Context: an optimization exercise on an open-source flow, tuned for small area, a short achievable clock period and few clock cycles. The choices shown serve that exercise and are no tape-out recipe.
Where RTL was checked, it was by simulation tests only, not by an equivalence proof against the original.
Only the layout flow was run in run 1; the RTL was not checked for function there.
No activity file was given, so power comes from the tool's default toggle rates.

==> flow/design.v <==
module nes_bankbus (
    input             clk,
    input             rst,
    input      [7:0]  cfg_song,
    input      [7:0]  cfg_region,
    input      [15:0] cfg_init_addr,
    input      [15:0] cfg_play_addr,
    input      [15:0] cfg_load_addr,
    input      [15:0] cfg_vec_nmi,
    input      [15:0] cfg_vec_irq,
    input      [63:0] cfg_bank_init,
    input      [20:0] cfg_file_len,
    input             req_valid,
    output reg        req_ready,
    input      [1:0]  req_op,       
    input      [15:0] req_addr,
    input      [7:0]  req_wdata,
    output reg        resp_valid,
    output reg [7:0]  resp_rdata,
    output reg        resp_err,
    output reg        fault,
    output reg        fault_io,
    output reg        apu_valid,
    output     [15:0] apu_addr,
    output     [7:0]  apu_data,
    output reg        mem_en,
    output reg        mem_we,
    output reg [16:0] mem_addr,
    output reg [7:0]  mem_wdata,
    input      [7:0]  mem_rdata,
    output reg        file_en,
    output reg [20:0] file_addr,
    input      [7:0]  file_rdata,
    input             file_bad
);
    localparam S_IDLE = 0;    
    localparam S_ROM  = 1;    
    localparam S_BRD  = 2;    
    localparam S_RD1  = 3;    
    localparam S_RD2  = 4;    
    localparam S_BW0  = 5;    
    localparam S_BW1  = 6;    
    localparam S_BW2  = 7;    
    localparam S_BW3  = 8;    
    localparam S_ZST  = 9;    
    localparam S_ZERO = 10;   
    localparam S_LBS  = 11;   
    localparam S_SRCH = 12;   
    localparam S_FILL = 13;   
    localparam S_FEND = 14;   
    localparam NS = 15;
    reg [NS-1:0] st;
    reg [NS-1:0] nst;
    reg        rst_q;            
    reg [2:0]  kreg;             
    reg        lb_init;          
    reg        banked;           
    reg        flat;             
    reg        ffirst;           
    reg        err;              
    reg        sgn;              
    reg [3:0]  cs;               
    reg        touch_q;
    reg        rom_q;            
    reg        rsel;             
    reg        shim_q, vec_q;    
    reg        varsel;           
    reg        in_q, hlt_q, heq_q, llt_q;
    reg [3:0]  count;            
    reg [3:0]  win [0:7];
    reg [3:0]  lru [0:9];        
    always @* req_ready = st[S_IDLE];
    assign apu_addr  = {11'h200, mem_addr[4:0]};
    assign apu_data  = mem_wdata;
    integer i;
    reg [9:0] below;
    always @* begin
        below[0] = 1'b0;
        for (i = 1; i < 10; i = i + 1)
            below[i] = below[i-1] | (lru[i-1] == cs);
    end
    always @(posedge clk) begin
        if (touch_q) begin
            lru[0] <= cs;
            for (i = 1; i < 10; i = i + 1)
                if (!below[i])
                    lru[i] <= lru[i-1];
        end
    end
    wire       full    = (count == 4'd10);
    wire [3:0] count_1 = count + 4'd1;
    wire [3:0] victim  = full ? lru[9] : count_1;
    wire [15:0] a       = req_addr;
    wire        accept  = req_valid && st[S_IDLE];
    wire        a_apu   = (a[15:5] == 11'h200) && !(a[4] && a[3]);
    wire        a_5xxx  = (a[15:12] == 4'h5);
    wire        q_ram   = (mem_addr[15:11] == 5'd0);
    wire        q_apu   = (mem_addr[15:5] == 11'h200) && !(mem_addr[4] && mem_addr[3]);
    wire        q_shim  = (mem_addr[15:7] == 9'h020);
    wire        q_vec   = (mem_addr[14:3] == 12'hFFF) && (mem_addr[2] || mem_addr[1]);
    wire        q_bank  = (mem_addr[11:3] == 9'h1FF);    
    wire [2:0]  w_sel   = st[S_FILL] ? mem_addr[2:0] : mem_addr[14:12];
    wire [3:0]  w_code  = win[w_sel];
    wire        w_flat  = (w_code == 4'd15);
    wire        w_map   = (w_code != 4'd0);
    wire      shim_now = !rom_q && q_shim;
    reg [7:0] var_byte;
    reg       var_hit;
    always @* begin
        var_byte = 8'h00;
        var_hit = 1'b1;
        if (vec_q) begin
            case (mem_addr[2:0])
                3'd2: var_byte = cfg_vec_nmi[7:0];
                3'd3: var_byte = cfg_vec_nmi[15:8];
                3'd6: var_byte = cfg_vec_irq[7:0];
                3'd7: var_byte = cfg_vec_irq[15:8];
                default: var_hit = 1'b0;
            endcase
        end else if (shim_now) begin
            case (mem_addr[6:0])
                7'h01: var_byte = cfg_song;
                7'h03: var_byte = cfg_region;
                7'h05: var_byte = cfg_init_addr[7:0];
                7'h06: var_byte = cfg_init_addr[15:8];
                7'h08: var_byte = cfg_play_addr[7:0];
                7'h09: var_byte = cfg_play_addr[15:8];
                default: var_hit = 1'b0;
            endcase
        end else begin
            var_hit = 1'b0;
        end
    end
    reg [7:0] const_byte;
    always @* begin
        const_byte = 8'h00;
        if (vec_q) begin
            if (mem_addr[2:0] == 3'd5) const_byte = 8'h10;
        end else if (shim_q) begin
            case (mem_addr[6:0])
                7'h00: const_byte = 8'hA9;
                7'h02: const_byte = 8'hA2;
                7'h04: const_byte = 8'h20;
                7'h07: const_byte = 8'h20;
                7'h0A: const_byte = 8'h4C;
                7'h0B: const_byte = 8'h07;
                7'h0C: const_byte = 8'h10;
                7'h0D: const_byte = 8'hEA;
                7'h0E: const_byte = 8'hEA;
                7'h0F: const_byte = 8'hEA;
                7'h10: const_byte = 8'hEA;
                default: const_byte = 8'h00;
            endcase
        end
    end
    wire        filling = st[S_FILL];
    wire [12:0] l_add   = {1'b0, file_addr[11:0]} + {5'd0, !filling, 6'd0, 1'b1};
    wire        l_wrap  = (file_addr[11:0] == 12'hFFF);
    wire [9:0]  h_inc   = {sgn, file_addr[20:12]} + {9'd0, filling ? l_wrap : err};
    wire [9:0]  h_bank  = {2'b00, mem_wdata} - {9'd0, !err};
    wire        f_ok    = in_q && (hlt_q || (heq_q && llt_q));
    wire [14:0] jn      = mem_addr[14:0] + 15'd1;
    wire        f_last  = flat ? (mem_addr[14:0] == 15'h7FFE) : (mem_addr[11:0] == 12'hFFE);
    wire        b_ok    = f_ok && !(flat && mem_addr[14:0] == 15'h7FFE);
    wire [2:0]  k_1      = kreg + 3'd1;
    wire        more_init = lb_init && kreg != 3'd7;
    always @(posedge clk) begin
        rst_q  <= rst;
        banked <= |cfg_bank_init;
        in_q   <= !sgn && (file_addr[20:7] != 14'd0);
        hlt_q  <= file_addr[20:10] < cfg_file_len[20:10];
        heq_q  <= file_addr[20:10] == cfg_file_len[20:10];
        llt_q  <= file_addr[9:0] < cfg_file_len[9:0];
    end
    always @(posedge clk) begin
        nst = st;
        resp_valid <= 1'b0;
        resp_rdata <= 8'h00;
        apu_valid <= 1'b0;
        touch_q <= 1'b0;
        if (st[S_IDLE]) begin
            mem_addr <= {1'b0, a};
            mem_wdata <= req_wdata;
            mem_en <= accept && !fault && !req_op[1] && !a[15];
            mem_we <= req_op[0];
            rom_q <= 1'b0;
            vec_q <= 1'b0;
            if (accept) begin
                if (fault) begin
                    resp_valid <= 1'b1;
                    resp_err <= 1'b1;
                end else if (req_op[1]) begin
                    if (!cfg_load_addr[15]) begin
                        fault <= 1'b1;
                        fault_io <= 1'b0;
                        resp_valid <= 1'b1;
                        resp_err <= 1'b1;
                    end else begin
                        nst = 1 << S_ZST;
                    end
                end else if (!req_op[0]) begin
                    nst = a[15] ? (1 << S_ROM) : a_5xxx ? (1 << S_BRD) : (1 << S_RD1);
                end else begin
                    if (a_5xxx) begin
                        nst = 1 << S_BW0;
                    end else begin
                        apu_valid <= a_apu && (a[4:0] != 5'h16);
                        resp_valid <= 1'b1;
                        resp_err <= 1'b0;
                    end
                end
            end
        end
        if (st[S_ROM]) begin
            if (!w_flat)
                mem_addr[16:12] <= {1'b1, w_code};
            mem_en <= 1'b1;
            cs <= w_code;
            touch_q <= w_map && !w_flat && !q_vec;
            rsel <= w_map && !q_vec;
            vec_q <= q_vec;
            shim_q <= 1'b0;
            rom_q <= 1'b1;
            nst = 1 << S_RD1;
        end
        if (st[S_BRD]) begin
            if (q_bank) begin
                mem_addr <= {14'h2000, mem_addr[2:0]};
                rsel <= 1'b1;
                rom_q <= 1'b1;
            end
            mem_en <= 1'b1;
            nst = 1 << S_RD1;
        end
        if (st[S_RD1]) begin
            mem_en <= 1'b0;
            resp_rdata <= var_byte;
            varsel <= var_hit;
            if (!rom_q) begin
                rsel <= q_ram || q_apu;
                shim_q <= q_shim;
            end
            nst = 1 << S_RD2;
        end
        if (st[S_RD2]) begin
            resp_rdata <= rsel ? mem_rdata : varsel ? resp_rdata : const_byte;
            resp_valid <= 1'b1;
            resp_err <= 1'b0;
            nst = 1 << S_IDLE;
        end
        if (st[S_BW0]) begin
            mem_addr <= {14'h2000, mem_addr[2:0]};
            kreg <= mem_addr[2:0];
            if (q_bank) begin
                mem_en <= 1'b1;
                mem_we <= 1'b0;
                nst = 1 << S_BW1;
            end else begin
                mem_en <= 1'b0;
                resp_valid <= 1'b1;
                resp_err <= 1'b0;
                nst = 1 << S_IDLE;
            end
        end
        if (st[S_BW1]) begin
            mem_en <= 1'b0;
            nst = 1 << S_BW2;
        end
        if (st[S_BW2]) begin
            resp_rdata <= mem_rdata;
            nst = 1 << S_BW3;
        end
        if (st[S_BW3]) begin
            if (resp_rdata == mem_wdata) begin
                resp_valid <= 1'b1;
                resp_err <= 1'b0;
                nst = 1 << S_IDLE;
            end else begin
                mem_en <= 1'b1;
                mem_we <= 1'b1;
                lb_init <= 1'b0;
                flat <= 1'b0;
                nst = 1 << S_LBS;
            end
        end
        if (st[S_ZST]) begin
            mem_en <= 1'b1;
            mem_we <= 1'b1;
            mem_addr <= 17'd0;
            mem_wdata <= 8'h00;
            nst = 1 << S_ZERO;
        end
        if (st[S_ZERO]) begin
            if (!mem_addr[14] && mem_addr[10:0] == 11'h7FF)
                mem_addr <= 17'h04000;
            else if (mem_addr[14] && mem_addr[4:0] == 5'h17)
                mem_addr <= 17'h10000;
            else
                mem_addr[11:0] <= jn[11:0];
            mem_wdata <= (mem_addr[14] && mem_addr[4:0] == 5'h16) ? 8'h40 : 8'h00;
            if (mem_addr[16] && mem_addr[2:0] == 3'd6) begin
                file_addr[11:0] <= l_add[11:0];
                err <= l_add[12];
            end else if (!(mem_addr[16] && mem_addr[2:0] == 3'd7)) begin
                {sgn, file_addr} <= {7'h7F, ~cfg_load_addr[14:0]};
            end
            if (mem_addr[16] && mem_addr[2:0] == 3'd7) begin
                mem_en <= 1'b0;
                flat <= !banked;
                if (banked) begin
                    count <= 4'd0;
                    for (i = 0; i < 8; i = i + 1)
                        win[i] <= 4'd0;
                    kreg <= 3'd0;
                    mem_wdata <= cfg_bank_init[7:0];
                    lb_init <= 1'b1;
                    nst = 1 << S_LBS;
                end else begin
                    {sgn, file_addr[20:12]} <= h_inc;
                    file_en <= 1'b1;
                    err <= 1'b0;
                    ffirst <= 1'b1;
                    nst = 1 << S_FILL;
                end
            end
        end
        if (st[S_LBS]) begin
            cs <= 4'd15;
            mem_addr <= 17'h10011;
            mem_en <= 1'b1;
            mem_we <= 1'b0;
            {sgn, file_addr} <= {10'h3FF, ~cfg_load_addr[11:0]};
            nst = 1 << S_SRCH;
        end
        if (st[S_SRCH]) begin
            mem_addr[3:0] <= jn[3:0];
            resp_rdata <= mem_rdata;
            cs <= cs + 4'd1;
            if (cs == 4'd15) begin
                file_addr[11:0] <= l_add[11:0];
                err <= l_add[12];
            end
            if (cs != 4'd15 && cs != 4'd0 && resp_rdata == mem_wdata) begin
                cs <= cs;
                resp_rdata <= 8'h00;
                mem_en <= 1'b0;
                win[kreg] <= cs;
                touch_q <= 1'b1;
                if (more_init) begin
                    kreg <= k_1;
                    mem_wdata <= cfg_bank_init[{k_1, 3'b000} +: 8];
                    nst = 1 << S_LBS;
                end else begin
                    resp_valid <= 1'b1;
                    resp_err <= 1'b0;
                    nst = 1 << S_IDLE;
                end
            end else if (cs == count) begin
                mem_addr <= {13'h1001, victim};
                mem_en <= 1'b1;
                mem_we <= 1'b1;
                cs <= victim;
                {sgn, file_addr[20:12]} <= h_bank;
                file_en <= 1'b1;
                err <= 1'b0;
                ffirst <= 1'b1;
                nst = 1 << S_FILL;
            end
        end
        if (st[S_FILL]) begin
            if (w_code == cs)
                win[w_sel] <= 4'd0;
            file_addr[11:0] <= l_add[11:0];
            {sgn, file_addr[20:12]} <= h_inc;
            ffirst <= 1'b0;
            if (ffirst) begin
                mem_en <= 1'b0;
                mem_addr[14:0] <= 15'h7FFF;
            end else begin
                mem_en <= 1'b1;
                mem_we <= 1'b1;
                mem_addr <= flat ? {2'b01, jn} : {1'b1, cs, jn[11:0]};
                mem_wdata <= b_ok ? file_rdata : 8'h00;
                if (b_ok && file_bad)
                    err <= 1'b1;
                if (f_last) begin
                    file_en <= 1'b0;
                    nst = 1 << S_FEND;
                end
            end
        end
        if (st[S_FEND]) begin
            mem_en <= 1'b0;
            if (err) begin
                fault <= 1'b1;
                fault_io <= 1'b1;
                resp_valid <= 1'b1;
                resp_err <= 1'b1;
                nst = 1 << S_IDLE;
            end else if (flat) begin
                for (i = 0; i < 8; i = i + 1)
                    win[i] <= 4'd15;
                resp_valid <= 1'b1;
                resp_err <= 1'b0;
                nst = 1 << S_IDLE;
            end else begin
                win[kreg] <= cs;
                touch_q <= 1'b1;
                if (!full)
                    count <= count_1;
                if (more_init) begin
                    kreg <= k_1;
                    mem_wdata <= cfg_bank_init[{k_1, 3'b000} +: 8];
                    nst = 1 << S_LBS;
                end else begin
                    resp_valid <= 1'b1;
                    resp_err <= 1'b0;
                    nst = 1 << S_IDLE;
                end
            end
        end
        if (rst_q)
            nst = 1 << S_IDLE;
        st <= rst ? {NS{1'b0}} : nst;
        if (rst) begin
            resp_valid <= 1'b0;
            apu_valid <= 1'b0;
            mem_en <= 1'b0;
            file_en <= 1'b0;
            touch_q <= 1'b0;
            fault <= 1'b0;
            fault_io <= 1'b0;
            count <= 4'd0;
        end
    end
endmodule
==> flow/flow/run.sh <==
#!/bin/bash
# Standard ORFS layout, but the input and output port buffers are buf_2 cells
# instead of the default delay buffers, the clock tree uses clkbuf_8 buffers
# in small clusters without dummy loads, and timing repair aims for 9.0 ns of
# setup slack at the design's 12 ns clock. Each tool's output goes to a log
# here.
set -o pipefail
bash standard.sh "BUFFER_PORTS_ARGS=-buffer_cell sky130_fd_sc_hd__buf_2" \
  "CTS_ARGS=-sink_clustering_enable -repair_clock_nets -buf_list sky130_fd_sc_hd__clkbuf_8 -root_buf sky130_fd_sc_hd__clkbuf_8 -dont_use_dummy_load -sink_clustering_size 12" \
  "SETUP_SLACK_MARGIN=9.0" \
  finish > standard.log 2>&1
==> flow/standard.sh <==
#!/bin/bash
# synth_recipe.tcl (not shown) runs the flow's synth.tcl, then flattens the netlist and writes it again
# the make line also repeats each setting of config.mk as NAME=value (left out here)
make -C /OpenROAD-flow-scripts/flow DESIGN_CONFIG=/design/flow/config.mk WORK_HOME=/design/flow/orfs CLKGATE_MAP_FILE= SYNTH_SCRIPT=/design/flow/synth_recipe.tcl "${@:-finish}"
==> flow/config.mk <==
export PLATFORM = sky130hd
export DESIGN_NAME = nes_bankbus
export DESIGN_NICKNAME = nes_bankbus
export VERILOG_FILES = /design/flow/design.v
export SDC_FILE = /design/flow/constraint.sdc
export NUM_CORES = 4
export LEC_CHECK = 0
export ABC_AREA = 1
export CAP_MARGIN = 20
export CORE_MARGIN = 2
export CORE_UTILIZATION = 40
export PLACE_DENSITY = 0.6
export SLEW_MARGIN = 20
==> flow/constraint.sdc <==
create_clock -name core_clock -period 12.0 [get_ports {clk}]
set_input_delay 2.4000 -clock core_clock [delete_from_list [all_inputs] [get_ports {clk}]]
set_output_delay 2.4000 -clock core_clock [all_outputs]
set_load 0.01 [all_outputs]
==> summary.txt, run 1 <==
- Final hold vios: 0
- Final setup violation count: 0
- Worst r2r dst: st[13]
- Post-DR wirelength/cell: 19.5 um
- Final Worst Setup Slack: 8.44 ns
- FF-to-FF Start: mem_addr[1]
- Vias per inst: 5.60
- Area Overhead vs Synth: 33.3%
- Largest net degree at the start of global routing: 50
- Critical path's slowest cell: edfxtp_1
- Antenna violations before repair: 1
- Commonest non-fill, non-tap cell in the layout: nand2_1
- Worst VDD drop: 0.0703 mV
- Placer Congestion: 1.03
- CTS sink cnt: 177
- Setup Skew: 0.0280 ns
- Dpl ws: 8.19 ns
- Cell area after synthesis: 13,200 um^2
- Reg-to-reg setup timing slack: 8.93 ns
- Hold EP: lru[6][3]
- Element type at the critical path end: output pin
- H-tree levels: 4
- Syn avg cell area: 6.72 um^2
- Site row count: 66
- Max clock buf depth: 2
- Die Width: 185 um
- Die Y: 185 um
- Fmax achieved: 281 MHz
- IO buf count: 302
- CP peak stage delay: 0.48 ns
- Leak: 8.18 nW
- Synth Flop Type: dfxtp_1
- Hold Path Class: register to register
- Post-synth EDFFs: 57
- Worst Tran Pin Value: 1.08 ns
- First-pass GRT wire length: 80,800 um
- RSZ-0062 raised after global routing: yes
- Initial drt markers: 1,610
- Core area: 32,500 um^2
- Hold depth: 0
- Die ar.: 34,400 um^2
- Final period utilization: 0.296
- Crit path kind: register to output pin
- Yosys reg bits: 177
- Starting Density: 0.406
- WL final: 53,700 um
- Outcome: no timing/DRC/antenna violations
- Critical Path Source Type: register
- Hold_sp: lru[5][3]
- Minimum clock period: 3.56 ns
- TNS Setup: 0 ns
- CP arrival: 1.16 ns
- Worst path bufs/invs: 1
- Syn. warnings: 2
- CP cell instances: buf_2
- Final ANT Viol Nets: 0
- Critical Path RT: 9.60 ns
- Most frequent cells in the layout: 394 x nand2_1, 211 x buf_2, 204 x nor2_1, 189 x inv_1, 137 x o21ai_0
- # IOs: 314
- Synth async-reset ratio: 0
- DRC: 0
- Slew headroom: 0.278
- Max Cap Viol: 0
- GRT overflow: 0
- CTS tree: yes
- Vias in the first global route: 14,705
- Power per cell area: 91.9 nW/um^2
- Worst-path fanout max: 4
- Sequential element share of the synthesized area: 0.312
- Layout cells sized above 1: 0.304
- DP HPWL: 39,300 um
- GRT Util Overall: 0.306
- Slew Limit Fails: 0
- Final nets: 2,581
- Total CTS buffers: 17
- DR vias: 15,408
- Fill cells: 3,232
- Syn Inst Count: 1,961
- Worst skew pair latency: 0.49 ns
- Clock transition at the registers of the reported paths: 0.10 ns
- CTS Root Cell: clkbuf_8
- Fin util: 0.541
- Delay-heaviest family, CP: flip-flops
- Synth cell types: 64
- Drt first pass iters: 5
- FF-to-FF path depth: 16
==> synth_stat cells, types with 3 or more instances <==
library cell  number  area [um^2]
clkbuf_1          42          158
nor2_1           223          837
nor2_2            19          119
clkinv_1           5         18.8
nor3_2             4         40.0
a21boi_0           4         30.0
buf_2             14         70.1
a31oi_1            6         37.5
a211oi_1           7         52.6
a22oi_1           16          120
nand2_1          425         1600
buf_6              3         33.8
dfxtp_1          120         2400
inv_1            218          818
o31ai_1            8         60.1
xor2_1            45          394
nand2_2            7         43.8
nor3b_1            3         22.5
nand4_1           45          282
o32ai_1            8         70.1
a221oi_1           5         43.8
nand3_1          141          706
inv_2              7         26.3
o22ai_1           47          294
ha_1              43          538
a21oi_1           95          475
edfxtp_1          57         1710
o21ai_0          158          791
o2111ai_1          8         70.1
buf_1              6         22.5
nor2_4             7         78.8
o211ai_1          14          105
nor3_1            28          140
or2_2              9         56.3
buf_4             27          203
xnor2_1           24          210
nor4_1            29          181
==> kinds of logic after synthesis <==
group / Yosys count / synth area share
other: 2 / 0.000570
buffers and inverters: 323 / 0.103
AOI/OAI and AO/OA: 398 / 0.178
and+or+nand+nor: 949 / 0.320
DFF: 177 / 0.312
adders and majority gates: 43 / 0.0408
xor gates and xnor gates: 69 / 0.0459
==> area by class of cell <==
| type | instances | area, um^2 | area share |
|---|---|---|---|
| Timing Repair Buffer | 414 | 3000 | 0.171 |
| Tap cell | 442 | 553 | 0.0315 |
| Multi-Input combinational cell | 1470 | 8540 | 0.486 |
| Sequential cell | 177 | 4290 | 0.244 |
| Inverter | 231 | 945 | 0.0538 |
| Clock buffer | 17 | 234 | 0.0133 |
| Antenna cell | 1 | 2.50 | 0.000142 |
==> what timing repair did <==
item | CTS | global route
setup buffers | 83 | 21
resized for setup | 230 | 123
pin swaps | 42 | 53
endpoints found under the setup margin | 187 | 164
hold buffers | 0 | 0
==> where the power goes <==
part           switching (mW)  leakage, nW  total (mW)  internal (mW)
Sequential             0.0413         1.54       0.694          0.653
Combinational           0.332         6.51       0.583          0.251
Clock                   0.211        0.122       0.337          0.126
==> per-stage QoR <==
| stage | instance area [um^2] | cells | hold slack, ns | power, mW |
|---|---|---|---|---|
| after floorplan | 13600 | 1970 | 0.419 | 0.982 |
| after global placement | 15200 | 2630 | 0.443 | 1.14 |
| after detailed placement | 15200 | 2630 | 0.445 | 1.14 |
| after CTS | 16900 | 2730 | 0.465 | 1.58 |
| after global routing | 17600 | 2752 | 0.476 | 1.69 |
| final | 17600 | 2752 | 0.467 | 1.61 |
==> sequential cells by signal, indices dropped and copies added (netlist names), 3 cells and up <==
register	count
cs	4
resp_rdata	8
file_addr	21
mem_wdata	8
lru	40
count	4
mem_addr	17
kreg	3
win	32
st	15
==> worst max path at each step <==
stage / end / startpoint / depth (start not counted) / slack (ns)
floorplan: st[2] / rst / 9 / 8.53
global placement: st[13] / req_addr[15] / 9 / 8.23
detailed placement: mem_wdata[4] / cs[2] / 10 / 8.19
CTS: apu_addr[0] / mem_addr[0] / 1 / 8.44
global route: mem_addr[0] / mem_addr[0] / 1 / 8.43
finish: mem_addr[0] / mem_addr[0] / 1 / 8.44
==> per-layer routing <==
| layer | vias to the layer above | track usage | part of all wire |
|---|---|---|---|
| met2 | 842 | 0.492 | 0.45 |
| met3 | 126 | 0.0532 | 0.089 |
| met4 | 0 | 0.119 | 0.038 |
| li1 | 7293 | - | - |
| met5 | - | 0 | 0 |
| met1 | 7147 | 0.408 | 0.42 |
==> run 2, diff against run 1 <==
--- a/flow/design.v
+++ b/flow/design.v
@@ -421,10 +421,13 @@
         end
         if (rst_q)
             nst = 1 << S_IDLE;
-        st <= rst ? {NS{1'b0}} : nst;
+        st <= nst;
         if (rst) begin
+            st[S_IDLE] <= 1'b0;
             resp_valid <= 1'b0;
             apu_valid <= 1'b0;
+        end
+        if (rst_q) begin
             mem_en <= 1'b0;
             file_en <= 1'b0;
             touch_q <= 1'b0;
==> flow/flow/run.sh (replaced) <==
#!/bin/bash
# Standard ORFS layout, but the input and output port buffers are buf_2 cells
# instead of the default delay buffers, the clock tree uses clkbuf_8 buffers
# in clusters of 12 sinks without dummy loads, and timing repair aims for
# 8.9 ns of setup slack at the design's 12 ns clock. Each tool's output goes
# to a log here.
set -o pipefail
bash standard.sh "BUFFER_PORTS_ARGS=-buffer_cell sky130_fd_sc_hd__buf_2" \
  "CTS_ARGS=-sink_clustering_enable -repair_clock_nets -buf_list sky130_fd_sc_hd__clkbuf_8 -root_buf sky130_fd_sc_hd__clkbuf_8 -dont_use_dummy_load -sink_clustering_size 12" \
  "SETUP_SLACK_MARGIN=8.9" \
  finish > standard.log 2>&1
==> summary.txt, run 2 <==
- Max Cap Viol: 0 (unchanged)
- Final instance area: 17,100 um^2 (was 17,600 um^2)
- CP peak stage delay: 0.43 ns (was 0.48 ns)
- Hold_buf cts: 0 (unchanged)
- Max clock buf depth: 2 (unchanged)
- Synth async-reset ratio: 0 (unchanged)
- H-tree levels: 4 (unchanged)
- Worst Tran Pin Value: 1.05 ns (was 1.08 ns)
- Final ANT Viol Nets: 0 (unchanged)
- CP cell instances: buf_12 > buf_6 (was buf_2)
- GRT Util Overall: 0.292 (was 0.306)
- Initial drt markers: 1,324 (was 1,610)
- Die Y: 185 um (about the same)
- GRT overflow: 0 (unchanged)
- Layout cells sized above 1: 0.270 (was 0.304)
- Post-synth EDFFs: 57 (unchanged)
- Outcome: no timing/DRC/antenna violations (unchanged)
- Critical Path Source Type: register (unchanged)
- Vias in the first global route: 14,109 (was 14,705)
- Most frequent cells in the layout: 394 x nand2_1, 224 x buf_2, 220 x nor2_1, 205 x inv_1, 153 x o21ai_0 (was 394 x nand2_1, 211 x buf_2, 204 x nor2_1, 189 x inv_1, 137 x o21ai_0)
- Worst-path fanout max: 3 (was 4)
- Syn Inst Count: 1,945 (was 1,961)
- Synth cell types: 62 (was 64)
- # IOs: 314 (unchanged)
- Fmax achieved: 277 MHz (was 281 MHz)
- Starting Density: 0.405 (was 0.406)
- Yosys top cell area share: 0.183 (was 0.182)
- Sequential element share of the synthesized area: 0.313 (was 0.312)
- Final period utilization: 0.301 (was 0.296)
- Die Width: 185 um (about the same)
- Worst VDD drop: 0.0811 mV (was 0.0703 mV)
- Largest Register: lru (unchanged)
- Hold Path Class: register to register (unchanged)
- Hold_sp: lru[5][3] (unchanged)
- Core area: 32,500 um^2 (unchanged)
- Comb power frac: 0.413 (was 0.361)
- RSZ-0062 raised after global routing: yes (unchanged)
- Drt first pass iters: 6 (was 5)
- Crit path kind: register to output pin (unchanged)
- P_sw: 680 uW (was 584 uW)
- Dpl ws: 8.08 ns (was 8.19 ns)
- P_int: 1.12 mW (was 1.03 mW)
- Antenna violations before repair: 1 (unchanged)
- DRC: 0 (unchanged)
- CTS tree: yes (unchanged)
- WL final: 51,500 um (was 53,700 um)
- Leak: 8.09 nW (was 8.18 nW)
- Most common cell in the netlist: nand2_1 (unchanged)
- TNS Setup: 0 ns (unchanged)
- Syn. warnings: 2 (unchanged)
- DR vias: 14,987 (was 15,408)
- Clock transition at the registers of the reported paths: 0.10 ns (about the same)
- Cell area after synthesis: 13,100 um^2 (was 13,200 um^2)
- Slew headroom: 0.297 (was 0.278)
- Vias per inst: 5.46 (was 5.60)
- Commonest non-fill, non-tap cell in the layout: nand2_1 (unchanged)
- CP Launch Point: mem_addr[0] (unchanged)
- Final Worst Setup Slack: 8.39 ns (was 8.44 ns)
- Power per cell area: 105 nW/um^2 (was 91.9 nW/um^2)
- Syn avg cell area: 6.76 um^2 (was 6.72 um^2)
- Setup Skew: 0.0369 ns (was 0.0280 ns)
- First-pass GRT wire length: 77,000 um (was 80,800 um)
- Placed cell areas: 15,100 um^2 (was 15,200 um^2)
- Area Overhead vs Synth: 30.1% (was 33.3%)
- Synth Flop Type: dfxtp_1 (unchanged)
- Post-DR wirelength/cell: 18.8 um (was 19.5 um)
- Switch share: 0.378 (was 0.362)
- Ranking of synthesized cells by area: dfxtp_1 18%, edfxtp_1 13%, nand2_1 12% (unchanged)
- CTS sink cnt: 177 (unchanged)
- Slew Limit Fails: 0 (unchanged)
- Critical path's slowest cell: edfxtp_1 (unchanged)
- Final hold vios: 0 (unchanged)
- Critical Path RT: 9.60 ns (about the same)
- Minimum clock period: 3.61 ns (was 3.56 ns)
- Yosys reg bits: 177 (unchanged)
- Top flop regs: lru: 40 flops, win: 32 flops, file_addr: 21 flops (unchanged)
- Element type at the critical path end: output pin (unchanged)
- DP HPWL: 38,400 um (was 39,300 um)
- Total power: 1.80 mW (was 1.61 mW)
- IO buf count: 302 (unchanged)
- Final nets: 2,572 (was 2,581)
- Clock share of power: 0.185 (was 0.209)
- CTS Root Cell: clkbuf_8 (unchanged)
- Total CTS buffers: 17 (unchanged)
- Die ar.: 34,300 um^2 (was 34,400 um^2)
- Max FFs per register: 40 (unchanged)
- Top cells by count, synth: 403 x nand2_1, 227 x nor2_1, 225 x inv_1, 171 x o21ai_0, 136 x nand3_1 (was 425 x nand2_1, 223 x nor2_1, 218 x inv_1, 158 x o21ai_0, 141 x nand3_1)
- Site row count: 66 (unchanged)
- Area leader, netlist: dfxtp_1 (unchanged)
- Seq pwr share: 0.401 (was 0.430)
- Largest net degree at the start of global routing: 49 (was 50)
- FF-to-FF Start: mem_addr[0] (was mem_addr[1])
- CP arrival: 1.21 ns (was 1.16 ns)
- Placer Congestion: 0.986 (was 1.03)
- Final setup violation count: 0 (unchanged)
- Worst skew pair latency: 0.50 ns (was 0.49 ns)
==> run 2: changes by cell type in the layout (fill, tap and decap cells not counted), sizes merged, moves of 7 or more <==
cell | before | now
mux2i | 0 | 8
nand2 | 434 | 416
nor2 | 249 | 241
o211ai | 14 | 27
o21ai | 161 | 175
o221ai | 0 | 8
o22ai | 47 | 25
o32ai | 8 | 1
==> run 2: critical path, delay by kind of cell (launching register included) <==
| kind | cells | cell delay [ns] |
|---|---|---|
| flops | 1 | 0.43 |
| buf+inv | 2 | 0.29 |
==> run 2: power groups by stage <==
stage,clock network [mW],logic (mW),registers [mW]
after floorplan,0,0.357,0.742
after global placement,0,0.532,0.760
after detailed placement,0,0.538,0.760
after CTS,0.338,0.706,0.724
after global routing,0.357,0.808,0.726
final,0.334,0.744,0.723
==> run 2: cells by family after synthesis <==
group | share of synthesized area
compound gates | 0.179
xor+xnor | 0.0526
fa+ha+maj | 0.0409
buf+inv | 0.104
flops | 0.313
mux | 0.00609
other cells | 0.000571
simple gates | 0.304
==> run 2: final timing paths <==
path | slack [ns] | cells past startpoint | endpoint
max | 8.39 | 2 | apu_addr[0]
min | 0.46 | 0 | lru[6][3]
max reg2reg | 8.93 | 12 | file_addr[2]
min reg2reg | 0.46 | 0 | lru[6][3]
==> run 2: layout make-up <==
class / instances / area, um^2
repair inverters: 1 / 7.51
fillers: 3237 / 15400
diodes: 1 / 2.50
well taps: 442 / 553
inverters: 237 / 957
flip-flops and latches: 177 / 4290
clock buffers: 17 / 234
multi-input cells: 1451 / 8140
repair buffers: 417 / 2920
==> run 2: what timing repair did <==
item,CTS,global route
cloned,0,1
setup buffers,79,25
setup endpoints to repair,126,160
resized for setup,195,52
hold endpoints to repair,0,0
pin swaps,11,22
==> run 2: through the flow <==
stage               cells  hold slack (ns)  utilization
floorplan            1954            0.421            -
global placement     2620            0.445        0.466
detailed placement   2620            0.455        0.466
CTS                  2716            0.469        0.513
global route         2743            0.474        0.527
finish               2743            0.463        0.527
==> run 2: per-layer routing <==
layer	global-route usage	share of wire	vias up
li1	-	-	7205
met1	0.360	0.40	6936
met2	0.508	0.49	744
met3	0.0494	0.074	102
met4	0.109	0.032	0
met5	0	0	-
Testbench counts of run 2, summed over its fixed seeds: cycles 803,648.
==> run 3, diff against run 2 <==
==> flow/flow/run.sh (replaced) <==
#!/bin/bash
# Standard ORFS layout, but the input and output port buffers are buf_2 cells
# instead of the default delay buffers, the clock tree uses clkbuf_8 buffers
# in clusters of 12 sinks without dummy loads, and timing repair aims for
# 8.6 ns of setup slack at the design's 12 ns clock. Each tool's output goes
# to a log here.
set -o pipefail
bash standard.sh "BUFFER_PORTS_ARGS=-buffer_cell sky130_fd_sc_hd__buf_2" \
  "CTS_ARGS=-sink_clustering_enable -repair_clock_nets -buf_list sky130_fd_sc_hd__clkbuf_8 -root_buf sky130_fd_sc_hd__clkbuf_8 -dont_use_dummy_load -sink_clustering_size 12" \
  "SETUP_SLACK_MARGIN=8.6" \
  finish > standard.log 2>&1
==> summary.txt, run 3 <==
- DR vias: 14,801 (was 14,987)
- Element type at the critical path end: output pin (unchanged)
- CTS tree: yes (unchanged)
- Synth cell types: 62 (unchanged)
- Worst r2r dst: resp_rdata[0] (was file_addr[2])
- Die Y: 185 um (unchanged)
- Worst-path fanout max: 4 (was 3)
- Core area: 32,500 um^2 (unchanged)
- Min Hold Slack: 0.473 ns (was 0.463 ns)
- CP arrival: 1.17 ns (was 1.21 ns)
- Hold depth: 0 (unchanged)
- Outcome: no timing/DRC/antenna violations (unchanged)
- Fmax achieved: 280 MHz (was 277 MHz)
- Total power: 1.71 mW (was 1.80 mW)
- Setup Skew: 0.0380 ns (was 0.0369 ns)
- Synth Flop Type: dfxtp_1 (unchanged)
- Max clock buf depth: 2 (unchanged)
- Drt first pass iters: 7 (was 6)
- Crit path kind: register to output pin (unchanged)
- IO buf count: 302 (unchanged)
- Slew Limit Fails: 0 (unchanged)
- Commonest non-fill, non-tap cell in the layout: nand2_1 (unchanged)
- Hold_buf cts: 0 (unchanged)
- Critical Path Source Type: register (unchanged)
- Hold_sp: lru[1][1] (was lru[5][3])
- Minimum clock period: 3.57 ns (was 3.61 ns)
- Vias in the first global route: 13,784 (was 14,109)
- GRT overflow: 0 (unchanged)
- Reg-to-reg setup timing slack: 8.80 ns (was 8.93 ns)
- Max FFs per register: 40 (unchanged)
- CTS Root Cell: clkbuf_8 (unchanged)
- Clock transition at the registers of the reported paths: 0.10 ns (about the same)
- CP cell instances: buf_2 (was buf_12 > buf_6)
- Syn. warnings: 2 (unchanged)
- FF-to-FF path depth: 11 (was 12)
- Most frequent cells in the layout: 400 x nand2_1, 268 x buf_2, 220 x nor2_1, 217 x inv_1, 169 x o21ai_0 (was 394 x nand2_1, 224 x buf_2, 220 x nor2_1, 205 x inv_1, 153 x o21ai_0)
- Final nets: 2,531 (was 2,572)
- Initial drt markers: 1,291 (was 1,324)
- DP HPWL: 38,400 um (about the same)
- Top cells by count, synth: 403 x nand2_1, 227 x nor2_1, 225 x inv_1, 171 x o21ai_0, 136 x nand3_1 (unchanged)
- Vias per inst: 5.48 (was 5.46)
- Area leader, netlist: dfxtp_1 (unchanged)
- First-pass GRT wire length: 76,200 um (was 77,000 um)
- Fin util: 0.494 (was 0.527)
- Post-synth EDFFs: 57 (unchanged)
- Site row count: 66 (unchanged)
- Yosys reg bits: 177 (unchanged)
- Critical Path RT: 9.60 ns (about the same)
- Largest Register: lru (unchanged)
- GRT Util Overall: 0.289 (was 0.292)
- Die ar.: 34,300 um^2 (unchanged)
- Worst path bufs/invs: 1 (was 2)
- Sequential element share of the synthesized area: 0.313 (unchanged)
- Total CTS buffers: 17 (unchanged)
- Worst Tran Pin Value: 0.989 ns (was 1.05 ns)
- Layout cells sized above 1: 0.229 (was 0.270)
- Die Width: 185 um (unchanged)
- Starting Density: 0.405 (unchanged)
- RSZ-0062 raised after global routing: yes (unchanged)
- Cell area after synthesis: 13,100 um^2 (unchanged)
- Hold EP: lru[2][1] (was lru[6][3])
- CTS sink cnt: 177 (unchanged)
- Most common cell in the netlist: nand2_1 (unchanged)
- Yosys top cell area share: 0.183 (unchanged)
- Final setup violation count: 0 (unchanged)
- Top flop regs: lru: 40 flops, win: 32 flops, file_addr: 21 flops (unchanged)
- DRC: 0 (unchanged)
- # IOs: 314 (unchanged)
- Slew headroom: 0.337 (was 0.297)
- Post-DR wirelength/cell: 18.8 um (about the same)
- Hold Path Class: register to register (unchanged)
- Power per cell area: 107 nW/um^2 (was 105 nW/um^2)
- FF-to-FF Start: mem_addr[2] (was mem_addr[0])
- Final hold vios: 0 (unchanged)
- Leak: 7.75 nW (was 8.09 nW)
- Critical path's slowest cell: edfxtp_1 (unchanged)
- Syn Inst Count: 1,945 (unchanged)
- Ranking of synthesized cells by area: dfxtp_1 18%, edfxtp_1 13%, nand2_1 12% (unchanged)
- Placer Congestion: 0.964 (was 0.986)
- Final ANT Viol Nets: 0 (unchanged)
- Final period utilization: 0.297 (was 0.301)
- WL final: 50,900 um (was 51,500 um)
- Delay-heaviest family, CP: flip-flops (unchanged)
- Max Cap Viol: 0 (unchanged)
- Area Overhead vs Synth: 21.9% (was 30.1%)
- Worst skew pair latency: 0.48 ns (was 0.50 ns)
- Largest net degree at the start of global routing: 49 (unchanged)
- Syn avg cell area: 6.76 um^2 (unchanged)
- Worst VDD drop: 0.0706 mV (was 0.0811 mV)
- Synth async-reset ratio: 0 (unchanged)
- TNS Setup: 0 ns (unchanged)
- H-tree levels: 4 (unchanged)
- CP peak stage delay: 0.51 ns (was 0.43 ns)
- Antenna violations before repair: 1 (unchanged)
==> run 3: cell counts after synthesis <==
No cell type changed its count.
==> run 3: cell families (layout without fill, tap and decap cells) <==
group / Yosys count / count (layout) / share of synthesized area
other: 2 / 12 / 0.000571
DFF: 177 / 177 / 0.313
AOI/OAI and AO/OA: 402 / 402 / 0.179
buffers and inverters: 326 / 631 / 0.104
adders and majority gates: 43 / 43 / 0.0409
and+or+nand+nor: 908 / 908 / 0.304
xor gates and xnor gates: 79 / 79 / 0.0526
muxes: 8 / 8 / 0.00609
==> run 3: how the worst max path moves through the flow <==
stage                startpoint     endpoint  depth (start not counted)
2_1_floorplan  cfg_file_len[12]        hlt_q                          9
3_3_place_gp       req_addr[15]        st[0]                         13
3_5_place_dp       req_addr[15]        st[0]                         13
4_1_cts             mem_addr[1]  apu_addr[1]                          1
5_1_grt             mem_addr[1]  apu_addr[1]                          1
6_report            mem_addr[1]  apu_addr[1]                          1
==> run 3: per-stage QoR <==
stage / setup WS (ns) / cells / area, um^2
2_1_floorplan: 8.60 / 1954 / 13200
3_3_place_gp: 8.17 / 2617 / 14900
3_5_place_dp: 8.15 / 2617 / 14900
4_1_cts: 8.40 / 2684 / 15800
5_1_grt: 8.40 / 2702 / 16000
6_report: 8.43 / 2702 / 16000
==> run 3: what timing repair did <==
| action | CTS | global route |
|---|---|---|
| pin swaps | 0 | 7 |
| resized for setup | 109 | 31 |
| buffers inserted | 50 | 17 |
| endpoints found under the setup margin | 107 | 84 |
==> run 3: power breakdown <==
| part | switching (mW) | total [mW] | internal (mW) |
|---|---|---|---|
| combinational | 0.389 | 0.655 | 0.266 |
| clock | 0.202 | 0.327 | 0.126 |
| sequential | 0.0517 | 0.724 | 0.673 |
| total | 0.643 | 1.71 | 1.06 |
==> run 3: cell type report <==
type	count	area [um^2]
fill	3346	16400
multi-input combinational	1451	7780
sequential	177	4280
clock buffer	17	234
antenna	1	2.50
timing repair buffer	377	2270
tap	442	553
inverter	237	902
==> run 3: routing by layer <==
metal  share of wire  vias up  track usage
met5               0        -            0
li1                -     7125            -
met1            0.41     6897        0.366
met4           0.036        0        0.112
met3           0.072      103       0.0423
met2            0.48      676        0.494
==> run 3: worst register-to-register path, stage by stage (launching register included) <==
cell and delay, ns:
edfxtp_1 0.47, buf_4 0.18, buf_4 0.18, nor2_1 0.60, nand3_1 0.43, nand4_1 0.25
nand4_1 0.19, inv_1 0.20, o21ai_0 0.11, o21ai_0 0.08, nand2_1 0.07, a21oi_1 0.26
==> run 4, diff against run 3 <==
--- a/flow/config.mk
+++ b/flow/config.mk
@@ -8,6 +8,6 @@
 export ABC_AREA = 1
 export CAP_MARGIN = 20
 export CORE_MARGIN = 2
-export CORE_UTILIZATION = 40
-export PLACE_DENSITY = 0.6
+export CORE_UTILIZATION = 60
+export PLACE_DENSITY = 0.75
 export SLEW_MARGIN = 20
==> summary.txt, run 4 <==
- Outcome: no timing/DRC/antenna violations (unchanged)
- Max Cap Viol: 0 (unchanged)
- Minimum clock period: 3.59 ns (was 3.57 ns)
- Hold_sp: lru[7][0] (was lru[1][1])
- Crit path kind: register to output pin (unchanged)
- Critical Path RT: 9.60 ns (about the same)
- FF-to-FF Start: mem_addr[1] (was mem_addr[2])
- Area leader, netlist: dfxtp_1 (unchanged)
- Worst Tran Pin Value: 1.08 ns (was 0.989 ns)
- Met2 wire length: 23,100 um (was 24,600 um)
- Sequential element share of the synthesized area: 0.313 (unchanged)
- RSZ-0062 raised after global routing: yes (unchanged)
- Fill cells: 1,741 (was 3,346)
- Layout cells sized above 1: 0.228 (was 0.229)
- Final hold vios: 0 (unchanged)
- Top cells by count, synth: 403 x nand2_1, 227 x nor2_1, 225 x inv_1, 171 x o21ai_0, 136 x nand3_1 (unchanged)
- Critical Path Source Type: register (unchanged)
- Hold Path Class: register to register (unchanged)
- # IOs: 314 (unchanged)
- Die ar.: 23,100 um^2 (was 34,300 um^2)
- DP HPWL: 36,300 um (was 38,400 um)
- Multi-input logic area: 7760 um^2 (was 7780 um^2)
- Syn Inst Count: 1,945 (unchanged)
- TNS Setup: 0 ns (unchanged)
- Slew Limit Fails: 0 (unchanged)
- Leak: 7.79 nW (was 7.75 nW)
- WL final: 50,700 um (was 50,900 um)
- Die Width: 152 um (was 185 um)
- Element type at the critical path end: output pin (unchanged)
- Reg-to-reg setup timing slack: 8.44 ns (was 8.80 ns)
- IO buf count: 302 (unchanged)
- Final ANT Viol Nets: 0 (unchanged)
- P_sw: 658 uW (was 643 uW)
- Setup Skew: 0.0338 ns (was 0.0380 ns)
- Synth cell types: 62 (unchanged)
- Worst r2r dst: file_addr[14] (was resp_rdata[0])
- Largest Register: lru (unchanged)
- CTS tree: yes (unchanged)
- Most common cell in the netlist: nand2_1 (unchanged)
- DRC: 0 (unchanged)
- CP arrival: 1.19 ns (was 1.17 ns)
- Clock transition at the registers of the reported paths: 0.11 ns (was 0.10 ns)
- Total CTS buffers: 17 (unchanged)
- Final setup violation count: 0 (unchanged)
- Post-DR wirelength/cell: 19.9 um (was 18.8 um)
- GRT overflow: 0 (unchanged)
- GRT Util Overall: 0.408 (was 0.289)
- DR top layer: met4 (unchanged)
- Switch share: 0.379 (was 0.377)
- Drt first pass iters: 8 (was 7)
- Core area: 21,700 um^2 (was 32,500 um^2)
- H-tree levels: 4 (unchanged)
- Max FFs per register: 40 (unchanged)
- Routed length on met3: 6520 um (was 3660 um)
- Final period utilization: 0.299 (was 0.297)
- Die Y: 152 um (was 185 um)
- Worst skew pair latency: 0.51 ns (was 0.48 ns)
- Clock share of power: 0.189 (was 0.192)
- Fmax achieved: 279 MHz (was 280 MHz)
- Placer Congestion: 1.04 (was 0.964)
- FF-to-FF path depth: 13 (was 11)
- Syn. warnings: 2 (unchanged)
- Initial drt markers: 2,005 (was 1,291)
- Power per cell area: 109 nW/um^2 (was 107 nW/um^2)
- Seq pwr share: 0.418 (was 0.424)
- Ranking of synthesized cells by area: dfxtp_1 18%, edfxtp_1 13%, nand2_1 12% (unchanged)
- Largest net degree at the start of global routing: 49 (unchanged)
- Max clock buf depth: 2 (unchanged)
- Synth async-reset ratio: 0 (unchanged)
- Commonest non-fill, non-tap cell in the layout: nand2_1 (unchanged)
- Worst VDD drop: 0.0826 mV (was 0.0706 mV)
- Top flop regs: lru: 40 flops, win: 32 flops, file_addr: 21 flops (unchanged)
- First-pass GRT wire length: 75,600 um (was 76,200 um)
- DR vias: 15,766 (was 14,801)
- Worst-path fanout max: 3 (was 4)
- Yosys top cell area share: 0.183 (unchanged)
- Slew headroom: 0.280 (was 0.337)
- Total power: 1.74 mW (was 1.71 mW)
- Yosys reg bits: 177 (unchanged)
- Vias in the first global route: 14,321 (was 13,784)
- Cell area after synthesis: 13,100 um^2 (unchanged)
- CTS sink cnt: 177 (unchanged)
- Post-synth EDFFs: 57 (unchanged)
- Most frequent cells in the layout: 400 x nand2_1, 264 x buf_2, 223 x nor2_1, 220 x inv_1, 169 x o21ai_0 (was 400 x nand2_1, 268 x buf_2, 220 x nor2_1, 217 x inv_1, 169 x o21ai_0)
- Hold depth: 0 (unchanged)
- Area Overhead vs Synth: 20.7% (was 21.9%)
- Comb power frac: 0.393 (was 0.384)
- CTS Root Cell: clkbuf_8 (unchanged)
- Vias per inst: 6.19 (was 5.48)
- Antenna violations before repair: 1 (unchanged)
- Final nets: 2,536 (was 2,531)
- Hold EP: lru[8][0] (was lru[2][1])
- Syn avg cell area: 6.76 um^2 (unchanged)
- Register area: 4270 um^2 (was 4280 um^2)
- Starting Density: 0.606 (was 0.405)
- Site row count: 54 (was 66)
- P_int: 1.08 mW (was 1.06 mW)
- WL met1: 18,400 um (was 20,700 um)
- Synth Flop Type: dfxtp_1 (unchanged)
## run 4: cells by family (layout without fill, tap and decap cells)
logic type / Yosys count / count (layout) / synth area share
mux: 8 / 8 / 0.00609
simple gates: 908 / 908 / 0.304
other cells: 2 / 12 / 0.000571
xor+xnor: 79 / 79 / 0.0526
fa+ha+maj: 43 / 43 / 0.0409
buf+inv: 326 / 636 / 0.104
flops: 177 / 177 / 0.313
compound gates: 402 / 402 / 0.179
## run 4: per-stage QoR
stage          area, um^2  hold slack [ns]  setup WS (ns)  instances   util
2_1_floorplan       13200            0.421           8.60       1954      -
3_3_place_gp        14600            0.448           8.27       2452  0.675
3_5_place_dp        14600            0.456           8.21       2452  0.675
4_1_cts             15500            0.467           8.42       2526  0.716
5_1_grt             15900            0.485           8.37       2545  0.732
6_report            15900            0.465           8.41       2545  0.732
## run 4: area by class of cell
class                   count  area share
diodes                      1    0.000158
clock buffers              17      0.0147
inverters                 237      0.0562
multi-input cells        1451       0.489
flip-flops and latches    177       0.269
well taps                 280      0.0221
repair buffers            382       0.148
## run 4: timing repair
action / in CTS / in global routing
pin swaps: 0 / 1
buffers inserted: 57 / 18
resized for setup: 98 / 43
hold buffers: 0 / 0
endpoints found under the setup margin: 123 / 102
## run 4: layer usage
layer  global-route usage  vias up
li1                     -     7147
met1                0.517     7146
met2                0.654     1245
met3               0.0947      228
met4                0.202        0
met5                    0        -
## run 4: critical path: stages, from the launching register on
cell and delay (ns):
edfxtp_1 0.43, buf_6 0.16, buf_6 0.12
## run 4: how the worst max path moves through the flow
stage	from	endpoint	slack, ns	cells after the start
floorplan	cfg_file_len[12]	hlt_q	8.60	9
global placement	mem_addr[0]	file_addr[14]	8.27	12
detailed placement	mem_addr[0]	file_addr[14]	8.21	12
CTS	mem_addr[0]	apu_addr[0]	8.42	2
global route	mem_addr[0]	apu_addr[0]	8.37	2
finish	mem_addr[0]	apu_addr[0]	8.41	2
## run 4: power by group through the flow
stage	sequential [mW]	combinational (mW)	clock, mW
floorplan	0.740	0.349	0
detailed placement	0.755	0.520	0
global route	0.728	0.735	0.343
CTS	0.719	0.616	0.321
global placement	0.754	0.508	0
finish	0.725	0.683	0.329
==> run 5, diff against run 4 <==
==> flow/flow/run.sh (replaced) <==
#!/bin/bash
# Standard ORFS layout, but the input and output port buffers are buf_1 cells
# instead of the default delay buffers, the clock tree uses clkbuf_8 buffers
# in clusters of 12 sinks without dummy loads, and timing repair aims for
# 8.6 ns of setup slack at the design's 12 ns clock. Each tool's output goes
# to a log here.
set -o pipefail
bash standard.sh "BUFFER_PORTS_ARGS=-buffer_cell sky130_fd_sc_hd__buf_1" \
  "CTS_ARGS=-sink_clustering_enable -repair_clock_nets -buf_list sky130_fd_sc_hd__clkbuf_8 -root_buf sky130_fd_sc_hd__clkbuf_8 -dont_use_dummy_load -sink_clustering_size 12" \
  "SETUP_SLACK_MARGIN=8.6" \
  finish > standard.log 2>&1
==> flow/config.mk (replaced) <==
export PLATFORM = sky130hd
export DESIGN_NAME = nes_bankbus
export DESIGN_NICKNAME = nes_bankbus
export VERILOG_FILES = /design/flow/design.v
export SDC_FILE = /design/flow/constraint.sdc
export NUM_CORES = 4
export LEC_CHECK = 0
export CAP_MARGIN = 20
export CORE_MARGIN = 2
export CORE_UTILIZATION = 40
export PLACE_DENSITY = 0.6
export SLEW_MARGIN = 20
==> summary.txt, run 5 <==
- IO buf count: 302 (unchanged)
- Vias in the first global route: 12,530 (was 14,321)
- Top flop regs: lru: 40 flops, win: 32 flops, file_addr: 21 flops (unchanged)
- Synth Flop Type: dfxtp_1 (unchanged)
- Post-synth EDFFs: 57 (unchanged)
- Slew Limit Fails: 0 (unchanged)
- Die ar.: 33,900 um^2 (was 23,100 um^2)
- Most common cell on crit path: a311o_1 (was buf_6)
- Critical path's slowest cell: a311o_1 (was edfxtp_1)
- Syn. warnings: 2 (unchanged)
- CTS sink cnt: 177 (unchanged)
- Worst VDD drop: 0.0681 mV (was 0.0826 mV)
- Fmax achieved: 275 MHz (was 279 MHz)
- Crit path kind: primary input to register (was register to output pin)
- Hold_buf cts: 0 (unchanged)
- CP arrival: 3.98 ns (was 1.19 ns)
- CP cell instances: clkbuf_2 > nand4bb_1 > a311o_1 > a311o_1 > a32oi_1 > o41ai_1 > nand4b_1 > a21oi_1 (was buf_6 > buf_6)
- Area leader, netlist: dfxtp_1 (unchanged)
- Yosys top cell area share: 0.185 (was 0.183)
- Layout cells sized above 1: 0.179 (was 0.228)
- Multi-input logic area: 8210 um^2 (was 7760 um^2)
- Minimum clock period: 3.64 ns (was 3.59 ns)
- Critical Path Source Type: primary input (was register)
- Post-DR wirelength/cell: 21.5 um (was 19.9 um)
- Leak: 6.14 nW (was 7.79 nW)
- H-tree levels: 4 (unchanged)
- Power per cell area: 114 nW/um^2 (was 109 nW/um^2)
- Syn avg cell area: 8.48 um^2 (was 6.76 um^2)
- Max FFs per register: 40 (unchanged)
- Placer Congestion: 0.930 (was 1.04)
- Slew headroom: 0.318 (was 0.280)
- Max Cap Viol: 0 (unchanged)
- Most common cell in the netlist: nand2_1 (unchanged)
- Ranking of synthesized cells by area: dfxtp_1 18%, edfxtp_1 13%, nand2_1 5.1% (was dfxtp_1 18%, edfxtp_1 13%, nand2_1 12%)
- Total CTS buffers: 17 (unchanged)
- Final nets: 2,096 (was 2,536)
- ANT cells: 0 (was 1)
- Initial drt markers: 1,517 (was 2,005)
- Most frequent cells in the layout: 224 x buf_1, 174 x nand2_1, 90 x a21oi_1, 86 x buf_4, 77 x nor2_1 (was 400 x nand2_1, 264 x buf_2, 223 x nor2_1, 220 x inv_1, 169 x o21ai_0)
- Starting Density: 0.408 (was 0.606)
- Vias per inst: 6.03 (was 6.19)
- Clock transition at the registers of the reported paths: 0.09 ns (was 0.11 ns)
- CP peak stage delay: 0.35 ns (was 0.43 ns)
- Register area: 4290 um^2 (was 4270 um^2)
- Critical Path RT: 12.34 ns (was 9.60 ns)
- Top cells by count, synth: 175 x nand2_1, 120 x dfxtp_1, 92 x a21oi_1, 81 x o21ai_0, 79 x nor2_1 (was 403 x nand2_1, 227 x nor2_1, 225 x inv_1, 171 x o21ai_0, 136 x nand3_1)
- Drt first pass iters: 6 (was 8)
- Post-Place Cells: 2,167 (was 2,452)
- Site row count: 65 (was 54)
- Worst skew pair latency: 0.49 ns (was 0.51 ns)
- Max clock buf depth: 2 (unchanged)
- DP HPWL: 35,200 um (was 36,300 um)
- Die Y: 184 um (was 152 um)
- Fill cells: 3,086 (was 1,741)
- DR vias: 13,627 (was 15,766)
- Setup Skew: 0.0405 ns (was 0.0338 ns)
- Antenna violations before repair: 0 (was 1)
- Syn Inst Count: 1,531 (was 1,945)
- RSZ-0062 raised after global routing: yes (unchanged)
- Placed cell areas: 14,200 um^2 (was 14,600 um^2)
- Dpl ws: 7.84 ns (was 8.21 ns)
- Die Width: 184 um (was 152 um)
- Commonest non-fill, non-tap cell in the layout: buf_1 (was nand2_1)
- GRT Util Overall: 0.278 (was 0.408)
- Worst-path fanout max: 5 (was 3)
- Final setup violation count: 0 (unchanged)
- Min Hold Slack: 0.461 ns (was 0.465 ns)
- TNS Setup: 0 ns (unchanged)
- Hold Path Class: register to register (unchanged)
- Largest net degree at the start of global routing: 64 (was 49)
- Final ANT Viol Nets: 0 (unchanged)
- Final hold vios: 0 (unchanged)
- Final instance area: 15,700 um^2 (was 15,900 um^2)
- Outcome: no timing/DRC/antenna violations (unchanged)
- Cell area after synthesis: 13,000 um^2 (was 13,100 um^2)
- # IOs: 314 (unchanged)
- CTS tree: yes (unchanged)
- Non-Filler Instances: 2,259 (was 2,545)
- Synth cell types: 83 (was 62)
- Area Overhead vs Synth: 21.0% (was 20.7%)
- Core area: 31,800 um^2 (was 21,700 um^2)
- DRC: 0 (unchanged)
- Yosys reg bits: 177 (unchanged)
- First-pass GRT wire length: 72,900 um (was 75,600 um)
- Synth async-reset ratio: 0 (unchanged)
- GRT overflow: 0 (unchanged)
- Final Worst Setup Slack: 8.36 ns (was 8.41 ns)
- CTS Root Cell: clkbuf_8 (unchanged)
- Largest Register: lru (unchanged)
- Sequential element share of the synthesized area: 0.317 (was 0.313)
- Final period utilization: 0.303 (was 0.299)
- WL final: 48,600 um (was 50,700 um)
- Worst Tran Pin Value: 1.01 ns (was 1.08 ns)
- Element type at the critical path end: register (was output pin)
-- run 5: cell types whose count changed in the layout (fill, tap and decap cells not counted), sizes merged, moves of 56 or more --
cell,previous run,this run
inv,234,59
mux2i,8,64
nand2,416,175
nand3,139,40
nor2,241,79
o21ai,175,89
-- run 5: critical path, delay by kind of cell --
kind / cells / cell delay, ns
buffers and inverters: 1 / 0.15
and+or+nand+nor: 2 / 0.37
AOI/OAI and AO/OA: 5 / 1.06
-- run 5: worst paths after layout --
kind                startpoint             to  slack, ns  cells after the start
setup / recovery  req_addr[15]          st[0]       8.36                      8
hold / removal         lb_init        lb_init       0.46                      2
setup reg to reg   mem_addr[0]  resp_rdata[6]       8.71                     11
hold reg to reg        lb_init        lb_init       0.46                      2
-- run 5: timing repair --
item / in CTS / in global routing
hold endpoints to repair: 0 / 0
resized for setup: 184 / 69
gates cloned: 1 / 0
setup buffers: 55 / 19
endpoints found under the setup margin: 107 / 128
pin swaps: 9 / 10
-- run 5: kinds of logic after synthesis --
family	count (synthesis)	share of synthesized area
flops	177	0.317
xor+xnor	91	0.0614
fa+ha+maj	43	0.0414
other cells	2	0.000578
buf+inv	188	0.0657
simple gates	512	0.201
mux	101	0.0953
compound gates	417	0.218
-- run 5: layer usage --
| metal | GRT usage | share of wire |
|---|---|---|
| met2 | 0.449 | 0.46 |
| met3 | 0.0532 | 0.087 |
| met4 | 0.0774 | 0.022 |
| met1 | 0.380 | 0.43 |
| met5 | 0 | 0 |
-- run 5: final cells by class --
type / count / share of cell area
Clock buffer: 17 / 0.0149
Inverter: 61 / 0.0150
Multi-Input combinational cell: 1175 / 0.522
Sequential cell: 177 / 0.273
Tap cell: 435 / 0.0346
Timing Repair Buffer: 394 / 0.141
-- run 5: stage by stage --
| stage | total power, mW | utilization |
|---|---|---|
| 4_1_cts | 1.73 | 0.482 |
| 3_3_place_gp | 1.30 | 0.447 |
| 2_1_floorplan | 1.12 | - |
| 3_5_place_dp | 1.31 | 0.447 |
| 5_1_grt | 1.88 | 0.494 |
| 6_report | 1.79 | 0.494 |
-- run 5: where the power goes --
group / switching (mW) / internal (mW) / leakage, nW / total [mW]
sequential: 0.0609 / 0.681 / 1.55 / 0.742
combinational: 0.387 / 0.329 / 4.47 / 0.716
clock: 0.203 / 0.126 / 0.122 / 0.329
total: 0.651 / 1.14 / 6.14 / 1.79
==> run 6, diff against run 5 <==
--- a/flow/config.mk
+++ b/flow/config.mk
@@ -5,6 +5,7 @@
 export SDC_FILE = /design/flow/constraint.sdc
 export NUM_CORES = 4
 export LEC_CHECK = 0
+export ABC_AREA = 1
 export CAP_MARGIN = 20
 export CORE_MARGIN = 2
 export CORE_UTILIZATION = 40
==> summary.txt, run 6 <==
- Met2 wire length: 25,000 um (was 22,200 um)
- Die Y: 185 um (was 184 um)
- Area leader, netlist: dfxtp_1 (unchanged)
- Post-Place Cells: 2,619 (was 2,167)
- Outcome: no timing/DRC/antenna violations (unchanged)
- Largest Register: lru (unchanged)
- Setup Skew: 0.0496 ns (was 0.0405 ns)
- Slew Limit Fails: 0 (unchanged)
- Clock share of power: 0.190 (was 0.184)
- Fin util: 0.488 (was 0.494)
- Fmax achieved: 281 MHz (was 275 MHz)
- Leak: 7.16 nW (was 6.14 nW)
- DRC: 0 (unchanged)
- Max Cap Viol: 0 (unchanged)
- Most frequent cells in the layout: 399 x nand2_1, 225 x buf_1, 221 x nor2_1, 216 x inv_1, 169 x o21ai_0 (was 224 x buf_1, 174 x nand2_1, 90 x a21oi_1, 86 x buf_4, 77 x nor2_1)
- TNS Setup: 0 ns (unchanged)
- Final ANT Viol Nets: 0 (unchanged)
- GRT Util Overall: 0.292 (was 0.278)
- Post-DR wirelength/cell: 18.9 um (was 21.5 um)
- Max clock buf depth: 2 (unchanged)
- CP cell instances: clkbuf_2 (was clkbuf_2 > nand4bb_1 > a311o_1 > a311o_1 > a32oi_1 > o41ai_1 > nand4b_1 > a21oi_1)
- Final Worst Setup Slack: 8.44 ns (was 8.36 ns)
- CP arrival: 1.16 ns (was 3.98 ns)
- CTS Root Cell: clkbuf_8 (unchanged)
- Hold_buf cts: 0 (unchanged)
- Yosys reg bits: 177 (unchanged)
- Slew headroom: 0.309 (was 0.318)
- Top cells by count, synth: 403 x nand2_1, 227 x nor2_1, 225 x inv_1, 171 x o21ai_0, 136 x nand3_1 (was 175 x nand2_1, 120 x dfxtp_1, 92 x a21oi_1, 81 x o21ai_0, 79 x nor2_1)
- Worst path bufs/invs: 1 (unchanged)
- Power per cell area: 108 nW/um^2 (was 114 nW/um^2)
- Yosys top cell area share: 0.183 (was 0.185)
- Sequential element share of the synthesized area: 0.313 (was 0.317)
- Critical Path Source Type: register (was primary input)
- Layout cells sized above 1: 0.131 (was 0.179)
- DP HPWL: 38,100 um (was 35,200 um)
- WL final: 51,200 um (was 48,600 um)
- Die ar.: 34,300 um^2 (was 33,900 um^2)
- WL met1: 20,800 um (was 21,200 um)
- Non-Filler Instances: 2,704 (was 2,259)
- Commonest non-fill, non-tap cell in the layout: nand2_1 (was buf_1)
- Synth Flop Type: dfxtp_1 (unchanged)
- Site row count: 66 (was 65)
- Initial drt markers: 1,209 (was 1,517)
- CTS sink cnt: 177 (unchanged)
- P_int: 1.06 mW (was 1.14 mW)
- First-pass GRT wire length: 76,900 um (was 72,900 um)
- Dpl ws: 8.08 ns (was 7.84 ns)
- Most common cell in the netlist: nand2_1 (unchanged)
- Minimum clock period: 3.56 ns (was 3.64 ns)
- Vias in the first global route: 13,862 (was 12,530)
- Critical path's slowest cell: edfxtp_1 (was a311o_1)
- RSZ-0062 raised after global routing: yes (unchanged)
- Element type at the critical path end: output pin (was register)
- Clock transition at the registers of the reported paths: 0.12 ns (was 0.09 ns)
- Syn. warnings: 2 (unchanged)
- Switch share: 0.376 (was 0.365)
- H-tree levels: 4 (unchanged)
- Hold Path Class: register to register (unchanged)
- Core area: 32,500 um^2 (was 31,800 um^2)
- Total CTS buffers: 17 (unchanged)
- Routed length on met3: 3760 um (was 4250 um)
- Antenna violations before repair: 0 (unchanged)
- Final hold vios: 0 (unchanged)
- Area Overhead vs Synth: 20.4% (was 21.0%)
- Cell area after synthesis: 13,100 um^2 (was 13,000 um^2)
- Top flop regs: lru: 40 flops, win: 32 flops, file_addr: 21 flops (unchanged)
- Critical Path RT: 9.60 ns (was 12.34 ns)
- Worst-path fanout max: 3 (was 5)
- Post-synth EDFFs: 57 (unchanged)
- Vias per inst: 5.52 (was 6.03)
- CP peak stage delay: 0.50 ns (was 0.35 ns)
- Worst Tran Pin Value: 1.03 ns (was 1.01 ns)
- Syn Inst Count: 1,945 (was 1,531)
- Placer Congestion: 0.955 (was 0.930)
- # IOs: 314 (unchanged)
- Worst VDD drop: 0.0689 mV (was 0.0681 mV)
- Delay-heaviest family, CP: flip-flops (was compound AO/OA/AOI/OAI gates)
- Largest net degree at the start of global routing: 49 (was 64)
- Synth cell types: 62 (was 83)
- Drt first pass iters: 6 (unchanged)
- CTS tree: yes (unchanged)
- Final nets: 2,533 (was 2,096)
- Final setup violation count: 0 (unchanged)
- Ranking of synthesized cells by area: dfxtp_1 18%, edfxtp_1 13%, nand2_1 12% (was dfxtp_1 18%, edfxtp_1 13%, nand2_1 5.1%)
- Comb power frac: 0.386 (was 0.401)
- Syn avg cell area: 6.76 um^2 (was 8.48 um^2)
- Starting Density: 0.405 (was 0.408)
- Final instance area: 15,800 um^2 (was 15,700 um^2)
- Crit path kind: register to output pin (was primary input to register)
- DR vias: 14,924 (was 13,627)
- Die Width: 185 um (was 184 um)
- Worst skew pair latency: 0.50 ns (was 0.49 ns)
- Synth async-reset ratio: 0 (unchanged)
- P_sw: 641 uW (was 651 uW)
- Placed cell areas: 14,500 um^2 (was 14,200 um^2)
- DR top layer: met4 (unchanged)
- Final period utilization: 0.296 (was 0.303)
- GRT overflow: 0 (unchanged)
- IO buf count: 302 (unchanged)
- Max FFs per register: 40 (unchanged)
- Seq pwr share: 0.424 (was 0.415)
[run 6: cell types whose count changed in the layout (fill, tap and decap cells not counted), sizes merged, moves of 20 or more]
cell / before / now
nand2: 175 / 416
mux2i: 64 / 8
nand3: 40 / 139
xnor2: 49 / 29
nor2: 79 / 241
inv: 59 / 231
o21ai: 89 / 175
mux2: 21 / 0
[run 6: layout make-up]
cell class	count	area [um^2]
fillers	3419	16600
well taps	442	553
diodes	1	2.50
repair buffers	379	2090
clock buffers	17	234
flip-flops and latches	177	4280
inverters	237	903
multi-input cells	1451	7770
[run 6: worst paths after layout]
path / from / end / slack (ns) / cells after the start
max reg2reg: mem_addr[0] / mem_wdata[4] / 8.77 / 14
min: lru[1][0] / lru[2][0] / 0.45 / 0
min reg2reg: lru[1][0] / lru[2][0] / 0.45 / 0
max: mem_addr[2] / mem_addr[2] / 8.44 / 1
[run 6: cell families (layout without fill, tap and decap cells)]
group / Yosys count / after routing / share of synthesized area
DFF: 177 / 177 / 0.313
AOI/OAI and AO/OA: 402 / 402 / 0.179
buffers and inverters: 326 / 633 / 0.104
xor gates and xnor gates: 79 / 79 / 0.0526
adders and majority gates: 43 / 43 / 0.0409
other: 2 / 12 / 0.000571
and+or+nand+nor: 908 / 908 / 0.304
muxes: 8 / 8 / 0.00609
[run 6: per-stage QoR]
step | total power, mW | hold slack, ns
3_3_place_gp | 1.26 | 0.449
4_1_cts | 1.68 | 0.454
5_1_grt | 1.80 | 0.452
6_report | 1.70 | 0.446
2_1_floorplan | 1.09 | 0.421
3_5_place_dp | 1.26 | 0.457
[run 6: metal layers]
metal | global-route usage | up-vias
li1 | - | 7143
met3 | 0.0482 | 116
met2 | 0.506 | 702
met1 | 0.362 | 6963
met4 | 0.110 | 0
met5 | 0 | -
[run 6: power by group through the flow]
stage          sequential, mW  clock, mW  combinational (mW)
2_1_floorplan           0.740          0               0.349
3_3_place_gp            0.761          0               0.496
3_5_place_dp            0.762          0               0.501
4_1_cts                 0.720      0.330               0.627
5_1_grt                 0.726      0.350               0.722
6_report                0.723      0.323               0.658
[run 6: worst reg2reg max path, cell delays in order, from the launching register on]
cell and delay [ns]:
edfxtp_1 0.47, buf_4 0.18, ha_1 0.31, ha_2 0.42
nand2_2 0.21, inv_1 0.09, nand2_1 0.13, nor2_1 0.38
clkinvlp_4 0.17, buf_4 0.20, o21ai_0 0.16, nand3_1 0.09
o21ai_0 0.16, nand2_1 0.13, nand2_1 0.10
[run 6: timing repair]
| action | 4_1_cts | 5_1_grt |
|---|---|---|
| setup endpoints to repair | 87 | 100 |
| hold endpoints to repair | 0 | 0 |
| resized for setup | 174 | 60 |
| pin swaps | 1 | 1 |
| setup buffers | 56 | 11 |

what the ideal ports hide:
How much do the figures lean on ideal ports? The routed layouts below were timed once more, with nothing changed but the port constraints. Step 1, drivers: a clkbuf_16 drives clk and a buf_2 each remaining input, both assumed. Step 2 also shifts input and output timing later by t, the mid clock arrival at the registers, as if the neighbouring blocks saw the same clock. Three values: no drivers, after step 1, after step 2; two values: the first two.
run | t (ns) | setup WS [ns] | latest minus earliest clock arrival (ns) | slew at the worst register clock pin (ns)
run 1 | 0.518 | 8.444 / 8.405 / 8.284 | 0.029 / 0.029 | 0.10 / 0.10
run 2 | 0.530 | 8.386 / 8.333 / 8.368 | 0.038 / 0.037 | 0.11 / 0.11
run 3 | 0.513 | 8.431 / 8.378 / 8.191 | 0.038 / 0.038 | 0.11 / 0.11
run 4 | 0.532 | 8.410 / 8.367 / 8.185 | 0.042 / 0.041 | 0.11 / 0.11
run 5 | 0.516 | 8.362 / 8.339 / 7.854 | 0.043 / 0.043 | 0.10 / 0.10
run 6 | 0.521 | 8.444 / 8.394 / 8.136 | 0.050 / 0.050 | 0.12 / 0.12
After both steps every run listed still meets setup and hold. The setup slack of run 5, which loses most, moves by -0.023 ns with the drivers and by -0.508 ns with both steps.
